Background: an optimization exercise with open tools, aiming at small area, a short achievable clock period and few clock cycles per item. Do not read the settings as production practice.
The RTL of this run was laid out without a check of its function.

==> flow/design.v <==
module therm_rom_l0 (input wire cls, output wire [17:0] th);
    assign th = cls ? 18'd45455 : 18'd39254;
endmodule
module therm_rom_l1 (input wire cls, input wire [0:0] idx, output reg [17:0] th);
    always @* begin
        case ({cls, idx})
            2'd0: th = 18'd262143;
            2'd1: th = 18'd12726;
            2'd2: th = 18'd262143;
            2'd3: th = 18'd12159;
            default: th = 18'd0;
        endcase
    end
endmodule
module therm_rom_l2 (input wire cls, input wire [1:0] idx, output reg [17:0] th);
    always @* begin
        case ({cls, idx})
            3'd0: th = 18'd262143;
            3'd1: th = 18'd160843;
            3'd2: th = 18'd17727;
            3'd3: th = 18'd11152;
            3'd4: th = 18'd262143;
            3'd5: th = 18'd262143;
            3'd6: th = 18'd17379;
            3'd7: th = 18'd10782;
            default: th = 18'd0;
        endcase
    end
endmodule
module therm_rom_l3 (input wire cls, input wire [2:0] idx, output reg [17:0] th);
    always @* begin
        case ({cls, idx})
            4'd0: th = 18'd262143;
            4'd1: th = 18'd262143;
            4'd2: th = 18'd262143;
            4'd3: th = 18'd73111;
            4'd4: th = 18'd24186;
            4'd5: th = 18'd14472;
            4'd6: th = 18'd11737;
            4'd7: th = 18'd10790;
            4'd8: th = 18'd262143;
            4'd9: th = 18'd262143;
            4'd10: th = 18'd262143;
            4'd11: th = 18'd97783;
            4'd12: th = 18'd25103;
            4'd13: th = 18'd13871;
            4'd14: th = 18'd11270;
            4'd15: th = 18'd10501;
            default: th = 18'd0;
        endcase
    end
endmodule
module therm_rom_l4 (input wire cls, input wire [3:0] idx, output reg [17:0] th);
    always @* begin
        case ({cls, idx})
            5'd0: th = 18'd262143;
            5'd1: th = 18'd262143;
            5'd2: th = 18'd262143;
            5'd3: th = 18'd262143;
            5'd4: th = 18'd262143;
            5'd5: th = 18'd262143;
            5'd6: th = 18'd106209;
            5'd7: th = 18'd52470;
            5'd8: th = 18'd29726;
            5'd9: th = 18'd20385;
            5'd10: th = 18'd15837;
            5'd11: th = 18'd13470;
            5'd12: th = 18'd12165;
            5'd13: th = 18'd11408;
            5'd14: th = 18'd10950;
            5'd15: th = 18'd10662;
            5'd16: th = 18'd262143;
            5'd17: th = 18'd262143;
            5'd18: th = 18'd262143;
            5'd19: th = 18'd262143;
            5'd20: th = 18'd262143;
            5'd21: th = 18'd262143;
            5'd22: th = 18'd154316;
            5'd23: th = 18'd65028;
            5'd24: th = 18'd32279;
            5'd25: th = 18'd20455;
            5'd26: th = 18'd15301;
            5'd27: th = 18'd12871;
            5'd28: th = 18'd11646;
            5'd29: th = 18'd10991;
            5'd30: th = 18'd10623;
            5'd31: th = 18'd10000;
            default: th = 18'd0;
        endcase
    end
endmodule
module therm_rom_l5 (input wire cls, input wire [4:0] idx, output reg [17:0] th);
    always @* begin
        case ({cls, idx})
            6'd0: th = 18'd262143;
            6'd1: th = 18'd262143;
            6'd2: th = 18'd262143;
            6'd3: th = 18'd262143;
            6'd4: th = 18'd262143;
            6'd5: th = 18'd262143;
            6'd6: th = 18'd262143;
            6'd7: th = 18'd262143;
            6'd8: th = 18'd262143;
            6'd9: th = 18'd262143;
            6'd10: th = 18'd262143;
            6'd11: th = 18'd201048;
            6'd12: th = 18'd130025;
            6'd13: th = 18'd87662;
            6'd14: th = 18'd61615;
            6'd15: th = 18'd45150;
            6'd16: th = 18'd33428;
            6'd17: th = 18'd26690;
            6'd18: th = 18'd22112;
            6'd19: th = 18'd18941;
            6'd20: th = 18'd16704;
            6'd21: th = 18'd15101;
            6'd22: th = 18'd13933;
            6'd23: th = 18'd13071;
            6'd24: th = 18'd12426;
            6'd25: th = 18'd11937;
            6'd26: th = 18'd11562;
            6'd27: th = 18'd11272;
            6'd28: th = 18'd11045;
            6'd29: th = 18'd10865;
            6'd30: th = 18'd10722;
            6'd31: th = 18'd10607;
            6'd32: th = 18'd262143;
            6'd33: th = 18'd262143;
            6'd34: th = 18'd262143;
            6'd35: th = 18'd262143;
            6'd36: th = 18'd262143;
            6'd37: th = 18'd262143;
            6'd38: th = 18'd262143;
            6'd39: th = 18'd262143;
            6'd40: th = 18'd262143;
            6'd41: th = 18'd262143;
            6'd42: th = 18'd262143;
            6'd43: th = 18'd262143;
            6'd44: th = 18'd197316;
            6'd45: th = 18'd122112;
            6'd46: th = 18'd79253;
            6'd47: th = 18'd54026;
            6'd48: th = 18'd37287;
            6'd49: th = 18'd28294;
            6'd50: th = 18'd22535;
            6'd51: th = 18'd18763;
            6'd52: th = 18'd16241;
            6'd53: th = 18'd14521;
            6'd54: th = 18'd13328;
            6'd55: th = 18'd12486;
            6'd56: th = 18'd11882;
            6'd57: th = 18'd11443;
            6'd58: th = 18'd11120;
            6'd59: th = 18'd10879;
            6'd60: th = 18'd10697;
            6'd61: th = 18'd10558;
            6'd62: th = 18'd10000;
            6'd63: th = 18'd10000;
            default: th = 18'd0;
        endcase
    end
endmodule
module therm_rom_l6 (input wire cls, input wire [5:0] idx, output reg [17:0] th);
    always @* begin
        case ({cls, idx})
            7'd0: th = 18'd262143;
            7'd1: th = 18'd262143;
            7'd2: th = 18'd262143;
            7'd3: th = 18'd262143;
            7'd4: th = 18'd262143;
            7'd5: th = 18'd262143;
            7'd6: th = 18'd262143;
            7'd7: th = 18'd262143;
            7'd8: th = 18'd262143;
            7'd9: th = 18'd262143;
            7'd10: th = 18'd262143;
            7'd11: th = 18'd262143;
            7'd12: th = 18'd262143;
            7'd13: th = 18'd262143;
            7'd14: th = 18'd262143;
            7'd15: th = 18'd262143;
            7'd16: th = 18'd262143;
            7'd17: th = 18'd262143;
            7'd18: th = 18'd262143;
            7'd19: th = 18'd262143;
            7'd20: th = 18'd262143;
            7'd21: th = 18'd262143;
            7'd22: th = 18'd262143;
            7'd23: th = 18'd179591;
            7'd24: th = 18'd144428;
            7'd25: th = 18'd117363;
            7'd26: th = 18'd96366;
            7'd27: th = 18'd79952;
            7'd28: th = 18'd67030;
            7'd29: th = 18'd56785;
            7'd30: th = 18'd48610;
            7'd31: th = 18'd42045;
            7'd32: th = 18'd35579;
            7'd33: th = 18'd31484;
            7'd34: th = 18'd28134;
            7'd35: th = 18'd25379;
            7'd36: th = 18'd23101;
            7'd37: th = 18'd21209;
            7'd38: th = 18'd19631;
            7'd39: th = 18'd18308;
            7'd40: th = 18'd17194;
            7'd41: th = 18'd16253;
            7'd42: th = 18'd15454;
            7'd43: th = 18'd14774;
            7'd44: th = 18'd14192;
            7'd45: th = 18'd13693;
            7'd46: th = 18'd13263;
            7'd47: th = 18'd12892;
            7'd48: th = 18'd12570;
            7'd49: th = 18'd12291;
            7'd50: th = 18'd12047;
            7'd51: th = 18'd11834;
            7'd52: th = 18'd11647;
            7'd53: th = 18'd11483;
            7'd54: th = 18'd11338;
            7'd55: th = 18'd11210;
            7'd56: th = 18'd11097;
            7'd57: th = 18'd10996;
            7'd58: th = 18'd10906;
            7'd59: th = 18'd10826;
            7'd60: th = 18'd10755;
            7'd61: th = 18'd10691;
            7'd62: th = 18'd10634;
            7'd63: th = 18'd10582;
            7'd64: th = 18'd262143;
            7'd65: th = 18'd262143;
            7'd66: th = 18'd262143;
            7'd67: th = 18'd262143;
            7'd68: th = 18'd262143;
            7'd69: th = 18'd262143;
            7'd70: th = 18'd262143;
            7'd71: th = 18'd262143;
            7'd72: th = 18'd262143;
            7'd73: th = 18'd262143;
            7'd74: th = 18'd262143;
            7'd75: th = 18'd262143;
            7'd76: th = 18'd262143;
            7'd77: th = 18'd262143;
            7'd78: th = 18'd262143;
            7'd79: th = 18'd262143;
            7'd80: th = 18'd262143;
            7'd81: th = 18'd262143;
            7'd82: th = 18'd262143;
            7'd83: th = 18'd262143;
            7'd84: th = 18'd262143;
            7'd85: th = 18'd262143;
            7'd86: th = 18'd262143;
            7'd87: th = 18'd262143;
            7'd88: th = 18'd262143;
            7'd89: th = 18'd174242;
            7'd90: th = 18'd137070;
            7'd91: th = 18'd109109;
            7'd92: th = 18'd87898;
            7'd93: th = 18'd71678;
            7'd94: th = 18'd59179;
            7'd95: th = 18'd49477;
            7'd96: th = 18'd40266;
            7'd97: th = 18'd34638;
            7'd98: th = 18'd30174;
            7'd99: th = 18'd26611;
            7'd100: th = 18'd23750;
            7'd101: th = 18'd21441;
            7'd102: th = 18'd19566;
            7'd103: th = 18'd18037;
            7'd104: th = 18'd16782;
            7'd105: th = 18'd15749;
            7'd106: th = 18'd14893;
            7'd107: th = 18'd14182;
            7'd108: th = 18'd13588;
            7'd109: th = 18'd13090;
            7'd110: th = 18'd12670;
            7'd111: th = 18'd12316;
            7'd112: th = 18'd12015;
            7'd113: th = 18'd11759;
            7'd114: th = 18'd11541;
            7'd115: th = 18'd11353;
            7'd116: th = 18'd11192;
            7'd117: th = 18'd11053;
            7'd118: th = 18'd10933;
            7'd119: th = 18'd10829;
            7'd120: th = 18'd10738;
            7'd121: th = 18'd10659;
            7'd122: th = 18'd10589;
            7'd123: th = 18'd10529;
            7'd124: th = 18'd10000;
            7'd125: th = 18'd10000;
            7'd126: th = 18'd10000;
            7'd127: th = 18'd10000;
            default: th = 18'd0;
        endcase
    end
endmodule
module therm_rom_l7 (input wire cls, input wire [6:0] idx, output reg [17:0] th);
    always @* begin
        case ({cls, idx})
            8'd0: th = 18'd262143;
            8'd1: th = 18'd262143;
            8'd2: th = 18'd262143;
            8'd3: th = 18'd262143;
            8'd4: th = 18'd262143;
            8'd5: th = 18'd262143;
            8'd6: th = 18'd262143;
            8'd7: th = 18'd262143;
            8'd8: th = 18'd262143;
            8'd9: th = 18'd262143;
            8'd10: th = 18'd262143;
            8'd11: th = 18'd262143;
            8'd12: th = 18'd262143;
            8'd13: th = 18'd262143;
            8'd14: th = 18'd262143;
            8'd15: th = 18'd262143;
            8'd16: th = 18'd262143;
            8'd17: th = 18'd262143;
            8'd18: th = 18'd262143;
            8'd19: th = 18'd262143;
            8'd20: th = 18'd262143;
            8'd21: th = 18'd262143;
            8'd22: th = 18'd262143;
            8'd23: th = 18'd262143;
            8'd24: th = 18'd262143;
            8'd25: th = 18'd262143;
            8'd26: th = 18'd262143;
            8'd27: th = 18'd262143;
            8'd28: th = 18'd262143;
            8'd29: th = 18'd262143;
            8'd30: th = 18'd262143;
            8'd31: th = 18'd262143;
            8'd32: th = 18'd262143;
            8'd33: th = 18'd262143;
            8'd34: th = 18'd262143;
            8'd35: th = 18'd262143;
            8'd36: th = 18'd262143;
            8'd37: th = 18'd262143;
            8'd38: th = 18'd262143;
            8'd39: th = 18'd262143;
            8'd40: th = 18'd262143;
            8'd41: th = 18'd262143;
            8'd42: th = 18'd262143;
            8'd43: th = 18'd262143;
            8'd44: th = 18'd262143;
            8'd45: th = 18'd212928;
            8'd46: th = 18'd189955;
            8'd47: th = 18'd169904;
            8'd48: th = 18'd152365;
            8'd49: th = 18'd136993;
            8'd50: th = 18'd123492;
            8'd51: th = 18'd111610;
            8'd52: th = 18'd101135;
            8'd53: th = 18'd91881;
            8'd54: th = 18'd83691;
            8'd55: th = 18'd76430;
            8'd56: th = 18'd69982;
            8'd57: th = 18'd64244;
            8'd58: th = 18'd59131;
            8'd59: th = 18'd54567;
            8'd60: th = 18'd50487;
            8'd61: th = 18'd46833;
            8'd62: th = 18'd43556;
            8'd63: th = 18'd40612;
            8'd64: th = 18'd36741;
            8'd65: th = 18'd34476;
            8'd66: th = 18'd32432;
            8'd67: th = 18'd30583;
            8'd68: th = 18'd28911;
            8'd69: th = 18'd27394;
            8'd70: th = 18'd26019;
            8'd71: th = 18'd24768;
            8'd72: th = 18'd23631;
            8'd73: th = 18'd22595;
            8'd74: th = 18'd21650;
            8'd75: th = 18'd20788;
            8'd76: th = 18'd20000;
            8'd77: th = 18'd19278;
            8'd78: th = 18'd18617;
            8'd79: th = 18'd18011;
            8'd80: th = 18'd17455;
            8'd81: th = 18'd16944;
            8'd82: th = 18'd16474;
            8'd83: th = 18'd16041;
            8'd84: th = 18'd15642;
            8'd85: th = 18'd15274;
            8'd86: th = 18'd14934;
            8'd87: th = 18'd14620;
            8'd88: th = 18'd14329;
            8'd89: th = 18'd14060;
            8'd90: th = 18'd13811;
            8'd91: th = 18'd13580;
            8'd92: th = 18'd13365;
            8'd93: th = 18'd13165;
            8'd94: th = 18'd12980;
            8'd95: th = 18'd12807;
            8'd96: th = 18'd12647;
            8'd97: th = 18'd12497;
            8'd98: th = 18'd12357;
            8'd99: th = 18'd12227;
            8'd100: th = 18'd12105;
            8'd101: th = 18'd11991;
            8'd102: th = 18'd11885;
            8'd103: th = 18'd11785;
            8'd104: th = 18'd11691;
            8'd105: th = 18'd11604;
            8'd106: th = 18'd11522;
            8'd107: th = 18'd11445;
            8'd108: th = 18'd11372;
            8'd109: th = 18'd11304;
            8'd110: th = 18'd11240;
            8'd111: th = 18'd11180;
            8'd112: th = 18'd11124;
            8'd113: th = 18'd11070;
            8'd114: th = 18'd11020;
            8'd115: th = 18'd10973;
            8'd116: th = 18'd10928;
            8'd117: th = 18'd10885;
            8'd118: th = 18'd10846;
            8'd119: th = 18'd10808;
            8'd120: th = 18'd10772;
            8'd121: th = 18'd10738;
            8'd122: th = 18'd10706;
            8'd123: th = 18'd10676;
            8'd124: th = 18'd10647;
            8'd125: th = 18'd10620;
            8'd126: th = 18'd10594;
            8'd127: th = 18'd10570;
            8'd128: th = 18'd262143;
            8'd129: th = 18'd262143;
            8'd130: th = 18'd262143;
            8'd131: th = 18'd262143;
            8'd132: th = 18'd262143;
            8'd133: th = 18'd262143;
            8'd134: th = 18'd262143;
            8'd135: th = 18'd262143;
            8'd136: th = 18'd262143;
            8'd137: th = 18'd262143;
            8'd138: th = 18'd262143;
            8'd139: th = 18'd262143;
            8'd140: th = 18'd262143;
            8'd141: th = 18'd262143;
            8'd142: th = 18'd262143;
            8'd143: th = 18'd262143;
            8'd144: th = 18'd262143;
            8'd145: th = 18'd262143;
            8'd146: th = 18'd262143;
            8'd147: th = 18'd262143;
            8'd148: th = 18'd262143;
            8'd149: th = 18'd262143;
            8'd150: th = 18'd262143;
            8'd151: th = 18'd262143;
            8'd152: th = 18'd262143;
            8'd153: th = 18'd262143;
            8'd154: th = 18'd262143;
            8'd155: th = 18'd262143;
            8'd156: th = 18'd262143;
            8'd157: th = 18'd262143;
            8'd158: th = 18'd262143;
            8'd159: th = 18'd262143;
            8'd160: th = 18'd262143;
            8'd161: th = 18'd262143;
            8'd162: th = 18'd262143;
            8'd163: th = 18'd262143;
            8'd164: th = 18'd262143;
            8'd165: th = 18'd262143;
            8'd166: th = 18'd262143;
            8'd167: th = 18'd262143;
            8'd168: th = 18'd262143;
            8'd169: th = 18'd262143;
            8'd170: th = 18'd262143;
            8'd171: th = 18'd262143;
            8'd172: th = 18'd262143;
            8'd173: th = 18'd262143;
            8'd174: th = 18'd262143;
            8'd175: th = 18'd262143;
            8'd176: th = 18'd262143;
            8'd177: th = 18'd210203;
            8'd178: th = 18'd185353;
            8'd179: th = 18'd163917;
            8'd180: th = 18'd145385;
            8'd181: th = 18'd129327;
            8'd182: th = 18'd115384;
            8'd183: th = 18'd103252;
            8'd184: th = 18'd92673;
            8'd185: th = 18'd83431;
            8'd186: th = 18'd75341;
            8'd187: th = 18'd68245;
            8'd188: th = 18'd62010;
            8'd189: th = 18'd56521;
            8'd190: th = 18'd51681;
            8'd191: th = 18'd47404;
            8'd192: th = 18'd41893;
            8'd193: th = 18'd38732;
            8'd194: th = 18'd35924;
            8'd195: th = 18'd33425;
            8'd196: th = 18'd31197;
            8'd197: th = 18'd29208;
            8'd198: th = 18'd27429;
            8'd199: th = 18'd25837;
            8'd200: th = 18'd24409;
            8'd201: th = 18'd23127;
            8'd202: th = 18'd21974;
            8'd203: th = 18'd20935;
            8'd204: th = 18'd20000;
            8'd205: th = 18'd19155;
            8'd206: th = 18'd18391;
            8'd207: th = 18'd17700;
            8'd208: th = 18'd17073;
            8'd209: th = 18'd16505;
            8'd210: th = 18'd15989;
            8'd211: th = 18'd15520;
            8'd212: th = 18'd15092;
            8'd213: th = 18'd14703;
            8'd214: th = 18'd14348;
            8'd215: th = 18'd14023;
            8'd216: th = 18'd13726;
            8'd217: th = 18'd13455;
            8'd218: th = 18'd13206;
            8'd219: th = 18'd12978;
            8'd220: th = 18'd12768;
            8'd221: th = 18'd12576;
            8'd222: th = 18'd12399;
            8'd223: th = 18'd12236;
            8'd224: th = 18'd12086;
            8'd225: th = 18'd11947;
            8'd226: th = 18'd11820;
            8'd227: th = 18'd11701;
            8'd228: th = 18'd11592;
            8'd229: th = 18'd11491;
            8'd230: th = 18'd11398;
            8'd231: th = 18'd11311;
            8'd232: th = 18'd11230;
            8'd233: th = 18'd11156;
            8'd234: th = 18'd11086;
            8'd235: th = 18'd11022;
            8'd236: th = 18'd10962;
            8'd237: th = 18'd10906;
            8'd238: th = 18'd10853;
            8'd239: th = 18'd10805;
            8'd240: th = 18'd10760;
            8'd241: th = 18'd10717;
            8'd242: th = 18'd10678;
            8'd243: th = 18'd10641;
            8'd244: th = 18'd10606;
            8'd245: th = 18'd10573;
            8'd246: th = 18'd10543;
            8'd247: th = 18'd10515;
            8'd248: th = 18'd10488;
            8'd249: th = 18'd10000;
            8'd250: th = 18'd10000;
            8'd251: th = 18'd10000;
            8'd252: th = 18'd10000;
            8'd253: th = 18'd10000;
            8'd254: th = 18'd10000;
            8'd255: th = 18'd10000;
            default: th = 18'd0;
        endcase
    end
endmodule
module therm_conv (
    input  wire        clk,
    input  wire        rst,
    input  wire        in_valid,
    output wire        in_ready,
    input  wire [4:0]  in_chan,
    input  wire [15:0] in_rail,
    input  wire [15:0] in_v,
    input  wire [15:0] in_range,
    output wire        out_valid,
    input  wire        out_ready,
    output wire        out_ok,
    output wire [7:0]  out_temp
);
    reg        a_v, a_cls, a_nok;
    reg [15:0] a_rail, a_vin;
    reg        rdy;
    wire acc = in_valid & rdy;
    always @(posedge clk) begin
        a_v    <= acc & ~rst;
        a_cls  <= (in_chan > 5'd2);
        a_nok  <= (in_range <= 16'd1500);
        a_rail <= in_rail;
        a_vin  <= in_v;
    end
    wire [15:0] b_vc = (a_vin < a_rail) ? a_vin : a_rail;
    wire        b_ok = a_nok && (b_vc >= 16'd3000) && ({1'b0, b_vc} + 17'd3000 <= {1'b0, a_rail});
    wire [29:0] b_D  = a_rail * 30'd10000;
    wire [15:0] d0_r = {4'd0, b_D[29:18]};
    wire [17:0] d0_x = b_D[17:0];
    wire [15:0] d0_d = b_vc;
    wire        d0_ok = b_ok, d0_cls = a_cls, d0_v = a_v;
    wire [16:0] s0_t = {d0_r, d0_x[17]};
    wire [17:0] s0_df = {1'b0, s0_t} - {2'b0, d0_d};
    wire        s0_tk = ~s0_df[17];
    wire [15:0] s0_r = s0_tk ? s0_df[15:0] : s0_t[15:0];
    wire [17:0] s0_x = {d0_x[16:0], s0_tk};
    wire [15:0] s0_d = d0_d;
    wire        s0_ok = d0_ok, s0_cls = d0_cls, s0_v = d0_v;
    reg [15:0] p0_r, p0_d; reg [17:0] p0_x; reg p0_ok, p0_cls, p0_v;
    always @(posedge clk) begin p0_r <= s0_r; p0_d <= s0_d; p0_x <= s0_x; p0_ok <= s0_ok; p0_cls <= s0_cls; p0_v <= s0_v & ~rst; end
    wire [16:0] s1_t = {p0_r, p0_x[17]};
    wire [17:0] s1_df = {1'b0, s1_t} - {2'b0, p0_d};
    wire        s1_tk = ~s1_df[17];
    wire [15:0] s1_r = s1_tk ? s1_df[15:0] : s1_t[15:0];
    wire [17:0] s1_x = {p0_x[16:0], s1_tk};
    wire [15:0] s1_d = p0_d;
    wire        s1_ok = p0_ok, s1_cls = p0_cls, s1_v = p0_v;
    wire [16:0] s2_t = {s1_r, s1_x[17]};
    wire [17:0] s2_df = {1'b0, s2_t} - {2'b0, s1_d};
    wire        s2_tk = ~s2_df[17];
    wire [15:0] s2_r = s2_tk ? s2_df[15:0] : s2_t[15:0];
    wire [17:0] s2_x = {s1_x[16:0], s2_tk};
    wire [15:0] s2_d = s1_d;
    wire        s2_ok = s1_ok, s2_cls = s1_cls, s2_v = s1_v;
    reg [15:0] p1_r, p1_d; reg [17:0] p1_x; reg p1_ok, p1_cls, p1_v;
    always @(posedge clk) begin p1_r <= s2_r; p1_d <= s2_d; p1_x <= s2_x; p1_ok <= s2_ok; p1_cls <= s2_cls; p1_v <= s2_v & ~rst; end
    wire [16:0] s3_t = {p1_r, p1_x[17]};
    wire [17:0] s3_df = {1'b0, s3_t} - {2'b0, p1_d};
    wire        s3_tk = ~s3_df[17];
    wire [15:0] s3_r = s3_tk ? s3_df[15:0] : s3_t[15:0];
    wire [17:0] s3_x = {p1_x[16:0], s3_tk};
    wire [15:0] s3_d = p1_d;
    wire        s3_ok = p1_ok, s3_cls = p1_cls, s3_v = p1_v;
    wire [16:0] s4_t = {s3_r, s3_x[17]};
    wire [17:0] s4_df = {1'b0, s4_t} - {2'b0, s3_d};
    wire        s4_tk = ~s4_df[17];
    wire [15:0] s4_r = s4_tk ? s4_df[15:0] : s4_t[15:0];
    wire [17:0] s4_x = {s3_x[16:0], s4_tk};
    wire [15:0] s4_d = s3_d;
    wire        s4_ok = s3_ok, s4_cls = s3_cls, s4_v = s3_v;
    reg [15:0] p2_r, p2_d; reg [17:0] p2_x; reg p2_ok, p2_cls, p2_v;
    always @(posedge clk) begin p2_r <= s4_r; p2_d <= s4_d; p2_x <= s4_x; p2_ok <= s4_ok; p2_cls <= s4_cls; p2_v <= s4_v & ~rst; end
    wire [16:0] s5_t = {p2_r, p2_x[17]};
    wire [17:0] s5_df = {1'b0, s5_t} - {2'b0, p2_d};
    wire        s5_tk = ~s5_df[17];
    wire [15:0] s5_r = s5_tk ? s5_df[15:0] : s5_t[15:0];
    wire [17:0] s5_x = {p2_x[16:0], s5_tk};
    wire [15:0] s5_d = p2_d;
    wire        s5_ok = p2_ok, s5_cls = p2_cls, s5_v = p2_v;
    wire [16:0] s6_t = {s5_r, s5_x[17]};
    wire [17:0] s6_df = {1'b0, s6_t} - {2'b0, s5_d};
    wire        s6_tk = ~s6_df[17];
    wire [15:0] s6_r = s6_tk ? s6_df[15:0] : s6_t[15:0];
    wire [17:0] s6_x = {s5_x[16:0], s6_tk};
    wire [15:0] s6_d = s5_d;
    wire        s6_ok = s5_ok, s6_cls = s5_cls, s6_v = s5_v;
    reg [15:0] p3_r, p3_d; reg [17:0] p3_x; reg p3_ok, p3_cls, p3_v;
    always @(posedge clk) begin p3_r <= s6_r; p3_d <= s6_d; p3_x <= s6_x; p3_ok <= s6_ok; p3_cls <= s6_cls; p3_v <= s6_v & ~rst; end
    wire [16:0] s7_t = {p3_r, p3_x[17]};
    wire [17:0] s7_df = {1'b0, s7_t} - {2'b0, p3_d};
    wire        s7_tk = ~s7_df[17];
    wire [15:0] s7_r = s7_tk ? s7_df[15:0] : s7_t[15:0];
    wire [17:0] s7_x = {p3_x[16:0], s7_tk};
    wire [15:0] s7_d = p3_d;
    wire        s7_ok = p3_ok, s7_cls = p3_cls, s7_v = p3_v;
    wire [16:0] s8_t = {s7_r, s7_x[17]};
    wire [17:0] s8_df = {1'b0, s8_t} - {2'b0, s7_d};
    wire        s8_tk = ~s8_df[17];
    wire [15:0] s8_r = s8_tk ? s8_df[15:0] : s8_t[15:0];
    wire [17:0] s8_x = {s7_x[16:0], s8_tk};
    wire [15:0] s8_d = s7_d;
    wire        s8_ok = s7_ok, s8_cls = s7_cls, s8_v = s7_v;
    reg [15:0] p4_r, p4_d; reg [17:0] p4_x; reg p4_ok, p4_cls, p4_v;
    always @(posedge clk) begin p4_r <= s8_r; p4_d <= s8_d; p4_x <= s8_x; p4_ok <= s8_ok; p4_cls <= s8_cls; p4_v <= s8_v & ~rst; end
    wire [16:0] s9_t = {p4_r, p4_x[17]};
    wire [17:0] s9_df = {1'b0, s9_t} - {2'b0, p4_d};
    wire        s9_tk = ~s9_df[17];
    wire [15:0] s9_r = s9_tk ? s9_df[15:0] : s9_t[15:0];
    wire [17:0] s9_x = {p4_x[16:0], s9_tk};
    wire [15:0] s9_d = p4_d;
    wire        s9_ok = p4_ok, s9_cls = p4_cls, s9_v = p4_v;
    wire [16:0] s10_t = {s9_r, s9_x[17]};
    wire [17:0] s10_df = {1'b0, s10_t} - {2'b0, s9_d};
    wire        s10_tk = ~s10_df[17];
    wire [15:0] s10_r = s10_tk ? s10_df[15:0] : s10_t[15:0];
    wire [17:0] s10_x = {s9_x[16:0], s10_tk};
    wire [15:0] s10_d = s9_d;
    wire        s10_ok = s9_ok, s10_cls = s9_cls, s10_v = s9_v;
    reg [15:0] p5_r, p5_d; reg [17:0] p5_x; reg p5_ok, p5_cls, p5_v;
    always @(posedge clk) begin p5_r <= s10_r; p5_d <= s10_d; p5_x <= s10_x; p5_ok <= s10_ok; p5_cls <= s10_cls; p5_v <= s10_v & ~rst; end
    wire [16:0] s11_t = {p5_r, p5_x[17]};
    wire [17:0] s11_df = {1'b0, s11_t} - {2'b0, p5_d};
    wire        s11_tk = ~s11_df[17];
    wire [15:0] s11_r = s11_tk ? s11_df[15:0] : s11_t[15:0];
    wire [17:0] s11_x = {p5_x[16:0], s11_tk};
    wire [15:0] s11_d = p5_d;
    wire        s11_ok = p5_ok, s11_cls = p5_cls, s11_v = p5_v;
    wire [16:0] s12_t = {s11_r, s11_x[17]};
    wire [17:0] s12_df = {1'b0, s12_t} - {2'b0, s11_d};
    wire        s12_tk = ~s12_df[17];
    wire [15:0] s12_r = s12_tk ? s12_df[15:0] : s12_t[15:0];
    wire [17:0] s12_x = {s11_x[16:0], s12_tk};
    wire [15:0] s12_d = s11_d;
    wire        s12_ok = s11_ok, s12_cls = s11_cls, s12_v = s11_v;
    reg [15:0] p6_r, p6_d; reg [17:0] p6_x; reg p6_ok, p6_cls, p6_v;
    always @(posedge clk) begin p6_r <= s12_r; p6_d <= s12_d; p6_x <= s12_x; p6_ok <= s12_ok; p6_cls <= s12_cls; p6_v <= s12_v & ~rst; end
    wire [16:0] s13_t = {p6_r, p6_x[17]};
    wire [17:0] s13_df = {1'b0, s13_t} - {2'b0, p6_d};
    wire        s13_tk = ~s13_df[17];
    wire [15:0] s13_r = s13_tk ? s13_df[15:0] : s13_t[15:0];
    wire [17:0] s13_x = {p6_x[16:0], s13_tk};
    wire [15:0] s13_d = p6_d;
    wire        s13_ok = p6_ok, s13_cls = p6_cls, s13_v = p6_v;
    wire [16:0] s14_t = {s13_r, s13_x[17]};
    wire [17:0] s14_df = {1'b0, s14_t} - {2'b0, s13_d};
    wire        s14_tk = ~s14_df[17];
    wire [15:0] s14_r = s14_tk ? s14_df[15:0] : s14_t[15:0];
    wire [17:0] s14_x = {s13_x[16:0], s14_tk};
    wire [15:0] s14_d = s13_d;
    wire        s14_ok = s13_ok, s14_cls = s13_cls, s14_v = s13_v;
    reg [15:0] p7_r, p7_d; reg [17:0] p7_x; reg p7_ok, p7_cls, p7_v;
    always @(posedge clk) begin p7_r <= s14_r; p7_d <= s14_d; p7_x <= s14_x; p7_ok <= s14_ok; p7_cls <= s14_cls; p7_v <= s14_v & ~rst; end
    wire [16:0] s15_t = {p7_r, p7_x[17]};
    wire [17:0] s15_df = {1'b0, s15_t} - {2'b0, p7_d};
    wire        s15_tk = ~s15_df[17];
    wire [15:0] s15_r = s15_tk ? s15_df[15:0] : s15_t[15:0];
    wire [17:0] s15_x = {p7_x[16:0], s15_tk};
    wire [15:0] s15_d = p7_d;
    wire        s15_ok = p7_ok, s15_cls = p7_cls, s15_v = p7_v;
    wire [16:0] s16_t = {s15_r, s15_x[17]};
    wire [17:0] s16_df = {1'b0, s16_t} - {2'b0, s15_d};
    wire        s16_tk = ~s16_df[17];
    wire [15:0] s16_r = s16_tk ? s16_df[15:0] : s16_t[15:0];
    wire [17:0] s16_x = {s15_x[16:0], s16_tk};
    wire [15:0] s16_d = s15_d;
    wire        s16_ok = s15_ok, s16_cls = s15_cls, s16_v = s15_v;
    reg [15:0] p8_r, p8_d; reg [17:0] p8_x; reg p8_ok, p8_cls, p8_v;
    always @(posedge clk) begin p8_r <= s16_r; p8_d <= s16_d; p8_x <= s16_x; p8_ok <= s16_ok; p8_cls <= s16_cls; p8_v <= s16_v & ~rst; end
    wire [16:0] s17_t = {p8_r, p8_x[17]};
    wire [17:0] s17_df = {1'b0, s17_t} - {2'b0, p8_d};
    wire        s17_tk = ~s17_df[17];
    wire [15:0] s17_r = s17_tk ? s17_df[15:0] : s17_t[15:0];
    wire [17:0] s17_x = {p8_x[16:0], s17_tk};
    wire [15:0] s17_d = p8_d;
    wire        s17_ok = p8_ok, s17_cls = p8_cls, s17_v = p8_v;
    reg [17:0] p9_x; reg p9_ok, p9_cls, p9_v;
    always @(posedge clk) begin p9_x <= s17_x; p9_ok <= s17_ok; p9_cls <= s17_cls; p9_v <= s17_v & ~rst; end
    wire [17:0] q0_q = p9_x;
    wire [7:0]  q0_i = 8'd0;
    wire        q0_ok = p9_ok, q0_cls = p9_cls, q0_v = p9_v;
    wire [7:0]  l0_c = q0_i | 8'd128;
    wire [17:0] l0_th;
    therm_rom_l0 u_rom0 (.cls(q0_cls), .th(l0_th));
    wire [7:0]  l0_i = (q0_q <= l0_th) ? l0_c : q0_i;
    wire [17:0] l0_q = q0_q;
    wire        l0_ok = q0_ok, l0_cls = q0_cls, l0_v = q0_v;
    wire [7:0]  l1_c = l0_i | 8'd64;
    wire [17:0] l1_th;
    therm_rom_l1 u_rom1 (.cls(l0_cls), .idx(l0_i[7:7]), .th(l1_th));
    wire [7:0]  l1_i = (l0_q <= l1_th) ? l1_c : l0_i;
    wire [17:0] l1_q = l0_q;
    wire        l1_ok = l0_ok, l1_cls = l0_cls, l1_v = l0_v;
    reg [17:0] t0_q; reg [7:0] t0_i; reg t0_ok, t0_cls, t0_v;
    always @(posedge clk) begin t0_q <= l1_q; t0_i <= l1_i; t0_ok <= l1_ok; t0_cls <= l1_cls; t0_v <= l1_v & ~rst; end
    wire [7:0]  l2_c = t0_i | 8'd32;
    wire [17:0] l2_th;
    therm_rom_l2 u_rom2 (.cls(t0_cls), .idx(t0_i[7:6]), .th(l2_th));
    wire [7:0]  l2_i = (t0_q <= l2_th) ? l2_c : t0_i;
    wire [17:0] l2_q = t0_q;
    wire        l2_ok = t0_ok, l2_cls = t0_cls, l2_v = t0_v;
    wire [7:0]  l3_c = l2_i | 8'd16;
    wire [17:0] l3_th;
    therm_rom_l3 u_rom3 (.cls(l2_cls), .idx(l2_i[7:5]), .th(l3_th));
    wire [7:0]  l3_i = (l2_q <= l3_th) ? l3_c : l2_i;
    wire [17:0] l3_q = l2_q;
    wire        l3_ok = l2_ok, l3_cls = l2_cls, l3_v = l2_v;
    reg [17:0] t1_q; reg [7:0] t1_i; reg t1_ok, t1_cls, t1_v;
    always @(posedge clk) begin t1_q <= l3_q; t1_i <= l3_i; t1_ok <= l3_ok; t1_cls <= l3_cls; t1_v <= l3_v & ~rst; end
    wire [7:0]  l4_c = t1_i | 8'd8;
    wire [17:0] l4_th;
    therm_rom_l4 u_rom4 (.cls(t1_cls), .idx(t1_i[7:4]), .th(l4_th));
    wire [7:0]  l4_i = (t1_q <= l4_th) ? l4_c : t1_i;
    wire [17:0] l4_q = t1_q;
    wire        l4_ok = t1_ok, l4_cls = t1_cls, l4_v = t1_v;
    wire [7:0]  l5_c = l4_i | 8'd4;
    wire [17:0] l5_th;
    therm_rom_l5 u_rom5 (.cls(l4_cls), .idx(l4_i[7:3]), .th(l5_th));
    wire [7:0]  l5_i = (l4_q <= l5_th) ? l5_c : l4_i;
    wire [17:0] l5_q = l4_q;
    wire        l5_ok = l4_ok, l5_cls = l4_cls, l5_v = l4_v;
    reg [17:0] t2_q; reg [7:0] t2_i; reg t2_ok, t2_cls, t2_v;
    always @(posedge clk) begin t2_q <= l5_q; t2_i <= l5_i; t2_ok <= l5_ok; t2_cls <= l5_cls; t2_v <= l5_v & ~rst; end
    wire [7:0]  l6_c = t2_i | 8'd2;
    wire [17:0] l6_th;
    therm_rom_l6 u_rom6 (.cls(t2_cls), .idx(t2_i[7:2]), .th(l6_th));
    wire [7:0]  l6_i = (t2_q <= l6_th) ? l6_c : t2_i;
    wire [17:0] l6_q = t2_q;
    wire        l6_ok = t2_ok, l6_cls = t2_cls, l6_v = t2_v;
    wire [7:0]  l7_c = l6_i | 8'd1;
    wire [17:0] l7_th;
    therm_rom_l7 u_rom7 (.cls(l6_cls), .idx(l6_i[7:1]), .th(l7_th));
    wire [7:0]  l7_i = (l6_q <= l7_th) ? l7_c : l6_i;
    wire [17:0] l7_q = l6_q;
    wire        l7_ok = l6_ok, l7_cls = l6_cls, l7_v = l6_v;
    reg [17:0] t3_q; reg [7:0] t3_i; reg t3_ok, t3_cls, t3_v;
    always @(posedge clk) begin t3_q <= l7_q; t3_i <= l7_i; t3_ok <= l7_ok; t3_cls <= l7_cls; t3_v <= l7_v & ~rst; end
    wire        e_v = t3_v;
    wire [8:0]  e_d = {t3_ok, t3_ok ? (t3_i ^ 8'h80) : 8'h00};
    reg  [8:0]  mem [0:16];
    reg  [4:0]  wp, rp;
    reg  [5:0]  fc;        
    reg         ov;
    reg  [8:0]  od;
    reg  [4:0]  cnt;     
    wire        fne  = (fc != 0);
    wire [8:0]  hd   = fne ? mem[rp] : e_d;
    wire        hv   = fne | e_v;
    wire        ld   = ~ov | out_ready;
    wire        pop  = ld & hv;
    wire        dlv  = ov & out_ready;
    always @(posedge clk) begin
        if (e_v) mem[wp] <= e_d;
        if (ld) od <= hd;
        if (rst) begin
            wp <= 0; rp <= 0; fc <= 0; ov <= 1'b0; cnt <= 0; rdy <= 1'b1;
        end else begin
            if (e_v) wp <= ((wp == 5'd16) ? 5'd0 : wp + 5'd1);
            if (pop) rp <= ((rp == 5'd16) ? 5'd0 : rp + 5'd1);
            fc <= fc + e_v - pop;
            if (ld) ov <= hv;
            case ({acc, dlv})
                2'b10:   begin cnt <= cnt + 1'b1; rdy <= (cnt + 1 < 17); end
                2'b01:   begin cnt <= cnt - 1'b1; rdy <= (cnt - 1 < 17); end
                default: rdy <= (cnt < 17);
            endcase
        end
    end
    assign in_ready  = rdy;
    assign out_valid = ov;
    assign out_ok    = od[8];
    assign out_temp  = od[7:0];
endmodule
==> flow/run.sh <==
#!/bin/bash
# synth_recipe.tcl (not shown) runs the flow's synth.tcl, then flattens the netlist and writes it again
# the make line also repeats each setting of config.mk as NAME=value (left out here)
make -C /OpenROAD-flow-scripts/flow DESIGN_CONFIG=/design/flow/config.mk WORK_HOME=/design/flow/orfs CLKGATE_MAP_FILE= SYNTH_SCRIPT=/design/flow/synth_recipe.tcl finish
==> flow/config.mk <==
export PLATFORM = sky130hd
export DESIGN_NAME = therm_conv
export DESIGN_NICKNAME = therm_conv
export VERILOG_FILES = /design/flow/design.v
export SDC_FILE = /design/flow/constraint.sdc
export NUM_CORES = 4
export LEC_CHECK = 0
export CAP_MARGIN = 20
export CORE_MARGIN = 2
export CORE_UTILIZATION = 40
export SLEW_MARGIN = 20
export SYNTH_MEMORY_MAX_BITS = 16384
==> flow/constraint.sdc <==
create_clock -name core_clock -period 10.0 [get_ports {clk}]
set_input_delay 2.0000 -clock core_clock [delete_from_list [all_inputs] [get_ports {clk}]]
set_output_delay 2.0000 -clock core_clock [all_outputs]
set_load 0.01 [all_outputs]
==> Implementation_results.wiki <==
{| class="wikitable"
! Metric !! Value
|-
| Run status || complete, no violations
|-
| Endpoint class of the critical path || register
|-
| First-pass GRT wire length || about 210000 µm
|-
| Clock transition at the register clock pins on the worst setup and hold paths after CTS || roughly 0.080 ns
|-
| Post-CTS sizing || 0
|-
| Aggregate routed wire length || ~140000 µm
|-
| I/O pin count || 68
|-
| Synth Flop Type || dfxtp_1
|-
| Total of flip-flops plus latches after synthesis || between 700 and 800
|-
| Input/output buffers || 67
|-
| Top fanout value on the critical path || 15
|-
| Number of sinks on the clock net || around 780
|-
| Count of flip-flops with a built-in enable after synthesis || 162
|-
| Top cell type's share of synthesized area || between 20 and 30%
|-
| Fraction of layout instances using a drive strength above 1 || 9.61%
|-
| Max-cap violations || 0
|-
| Fraction of registers with async set or reset after synthesis || 0%
|-
| Number of standard cells in the final layout excluding fillers || 6972
|-
| Die area || about 120000 µm²
|-
| Number of nets with antenna violations after detailed routing || 0
|-
| Summed instance area of the synthesized netlist || 48000 µm²
|-
| Type of element launching the critical path || register
|-
| Ant. Diodes || 0
|-
| Data arrival time of the critical path || 8.96 ns
|-
| Number of DRC markers after the initial detailed-route iteration || between 2000 and 3000
|-
| DIE WIDTH || approximately 350 µm
|-
| Terminus of the critical flop-to-flop path || t3_i[0]
|-
| Reg-to-reg critical path startpoint || t2_i[3]
|-
| Minimum clock period || ~8.4 ns
|-
| Hold Crit Class || reg -> reg
|-
| Achievable Freq || approximately 120 MHz
|-
| Leading area contributor after synthesis || dfxtp_1
|-
| Number of buffers between clock root and the deepest sink || 3
|-
| Vias per Instance || between 5 and 6
|-
| Num CTS Buffers || 89
|-
| Routability congestion estimate from global placement || ~1
|-
| Number of setup buffers added after CTS || 0
|-
| Final slew viol count || 0
|-
| Final setup viols || 0
|-
| Length of the first detailed-routing pass in iterations || 7
|-
| Y dimension of the die || roughly 350 µm
|-
| Clock skew after layout || 0.0395 ns
|-
| Required time reported for the critical path endpoint || about 11 ns
|-
| Tcrit/Tclk final || a little over four fifths
|-
| TritonCTS clock tree || built
|-
| Utilization after layout || 45.1%
|-
| Depth of the most critical reg-to-reg path || 33
|-
| Count of nets after finishing || ~6000
|-
| Root Buffer Master || clkbuf_16
|-
| Source of the critical timing path || t2_i[3]
|-
| Detail Placement HPWL || ~100000 µm
|-
| Number of hold violations in the final report || 0
|-
| Setup slack of the worst register-to-register path || 1.62 ns
|-
| Gr ovfl total || 0
|-
| Normalized max-slew margin || about a third
|-
| Number of cells in the design after placement || ~6800
|-
| Global-route usage over all layers || 22.0%
|-
| Initial antenna violation count || 1
|-
| Share of the yosys chip area belonging to registers || ~36%
|-
| Cell Rows || roughly 130
|-
| Overall via count from detail_route || 38200
|-
| CTS hold repair buffers || 0
|-
| Starting Density || around two fifths
|-
| Largest net degree at the start of global routing || 67
|-
| RSZ-0062 raised after global routing || no
|-
| Core area || between 100000 and 150000 µm²
|-
| Worst setup path end || t3_i[0]
|-
| Number of distinct library cell variants in the gate-level netlist after synthesis || 102
|-
| Relative area change from synthesis to final layout || 12.2%
|-
| Tightest Pin Transition || between 1 and 1.5 ns
|-
| Largest cells by area after synthesis || dfxtp_1 26%, ha_1 15%, edfxtp_1 10%, a21oi_1 4.4%, o21ai_0 3.5%
|-
| Total negative slack || 0 ns
|-
| Via count of the first global-routing pass || between 30000 and 40000
|-
| Post-detailed-route wirelength per cell || around 20 µm
|-
| CP max-delay cell || ha_1
|-
| Syn avg cell area || a little over 9 µm²
|-
| Number of nets produced by synthesis || 5886
|-
| Number of standard cells after synthesis || around 5200
|-
| Count of yosys warnings during synthesis || 8
|-
| Type of the worst setup path || reg -> reg
|-
| Number of remaining DRC errors || 0
|-
| Worst stage delay on the critical path || between 0.6 and 0.7 ns
|-
| Max H-tree Level || 3
|-
| Clk Latency, worst-skew pair || 0.69 ns
|}
[layout make-up]
| cell class | instances | area (µm²) |
|---|---|---|
| clock inverter | 39 | 425 |
| inverter | 412 | 1550 |
| tap | 1612 | 2020 |
| fill | 11500 | 65600 |
| timing repair buffer | 181 | 1530 |
| sequential | 776 | 17200 |
| multi-input combinational | 3824 | 28600 |
| clock buffer | 128 | 2580 |
[through the flow]
| stage | hold WS [ns] | worst slack (ns) | instance area (µm²) |
|---|---|---|---|
| finish | 0.301 | 1.62 | 53900 |
| global route | 0.326 | 1.16 | 53900 |
| CTS | 0.305 | 1.76 | 53900 |
| detailed placement | 0.312 | 1.81 | 50900 |
| global placement | 0.311 | 1.89 | 50900 |
| floorplan | 0.310 | 2.26 | 48000 |
[worst min path at each step]
stage	end	start	slack, ns	cells past startpoint
after CTS	t2_ok	t1_ok	0.31	0
after floorplan	p0_cls	a_cls	0.31	0
after global routing	p9_x[3]	p8_x[2]	0.33	0
after detailed placement	p3_x[12]	p2_x[10]	0.31	0
after global placement	p9_x[16]	p8_x[15]	0.31	0
final	t2_ok	t1_ok	0.30	0
[logic make-up (layout without fill, tap and decap cells)]
| kind of cell | Yosys count | in the layout | synth area share, % |
|---|---|---|---|
| AND/OR/NAND/NOR | 1270 | 1270 | 12.2 |
| other | 1 | 1 | 0.00781 |
| AO/OA/AOI/OAI | 1466 | 1466 | 19.5 |
| adder cells (fa/ha/maj) | 630 | 630 | 17.2 |
| flip-flops | 776 | 776 | 35.7 |
| multiplexers | 233 | 233 | 6.51 |
| buffers and inverters | 599 | 760 | 4.76 |
| XOR/XNOR | 224 | 224 | 4.08 |
[critical path, delay by kind of cell, from the launching register on]
kind / cells / cell delay (ns)
adders and majority gates: 4 / 1.80
muxes: 1 / 0.27
and+or+nand+nor: 9 / 2.09
buffers and inverters: 2 / 0.52
AOI/OAI and AO/OA: 17 / 3.00
DFF: 1 / 0.55
[cells in the final DEF (no fill, tap or decap), drive strengths merged, types with 32 or more instances in the layout]
master,Yosys,routed
dfxtp,614,614
ha,577,577
a21oi,425,425
inv,409,416
nand2,400,400
nor2,387,387
o21ai,352,352
edfxtp,162,162
xnor2,150,150
mux2,136,136
clkbuf,139,128
buf,48,114
a21o,103,103
o21a,99,99
nand3,95,95
nor3,84,84
xor2,74,74
nor2b,70,70
clkdlybuf4s50,0,67
a211oi,59,59
nand2b,53,53
fa,53,53
o211ai,51,51
mux4,50,50
a31oi,47,47
mux2i,47,47
nand4,41,41
o31ai,36,36
o22ai,32,32
[registers in the layout, summed over array words and instances (netlist names), 17 cells and up, named ones only]
signal  cells
t0_q       18
p9_x       18
t2_q       18
mem       153
p8_x       17
t1_q       18
[cell usage after synthesis (21+ instances only)]
cell      count
a211oi_1     56
a21o_1      102
a21oi_1     422
a31oi_1      47
and2_1       21
buf_1        27
clkbuf_1    139
dfxtp_1     614
edfxtp_1    162
fa_1         53
ha_1        577
inv_1       407
mux2_2      135
mux2i_1      47
mux4_2       50
nand2_1     400
nand2b_1     53
nand3_1      95
nand4_1      41
nor2_1      386
nor2b_1      70
nor3_1       83
o211ai_1     50
o21a_1       99
o21ai_0     340
o21bai_1     30
o22ai_1      32
o311ai_0     22
o31a_1       25
o31ai_1      36
or3_1        27
xnor2_1     150
xor2_1       74
[metal layers]
metal  track usage [%]  part of all wire (%)  up-vias  wire length, µm
li1                  -                     -    18900                -
met1              28.9                    45    18000            61700
met2              36.2                    46     1073            61900
met3              3.65                   5.4      265             7330
met4              8.01                   3.5        0             4820
met5                 0                     0        -                0

-- afterwards: timing with drivers on the ports --
No port has a modelled driver above. Below, the same layout with a new extraction and two added sets of constraints.
Step 1, drivers: a clkbuf_16 drives clk and a buf_2 each remaining input, both assumed.
Step 2, shift: input delay + t, output delay - t, t = (earliest + latest rising clock arrival at the registers) / 2. This alone moves slack from input paths to output paths.
Slacks: ideal / step 1 / step 2; pairs: ideal / step 1.
t, ns: 0.744
setup WS [ns]: 1.615 / 1.615 / 1.615
latest minus earliest clock arrival (ns): 0.041 / 0.041
worst data-port slew with drivers (ns): 0.05
After both steps setup and hold are still met in this run. The setup slack of this run moves by 0.000 ns with the drivers and by 0.000 ns with both steps.
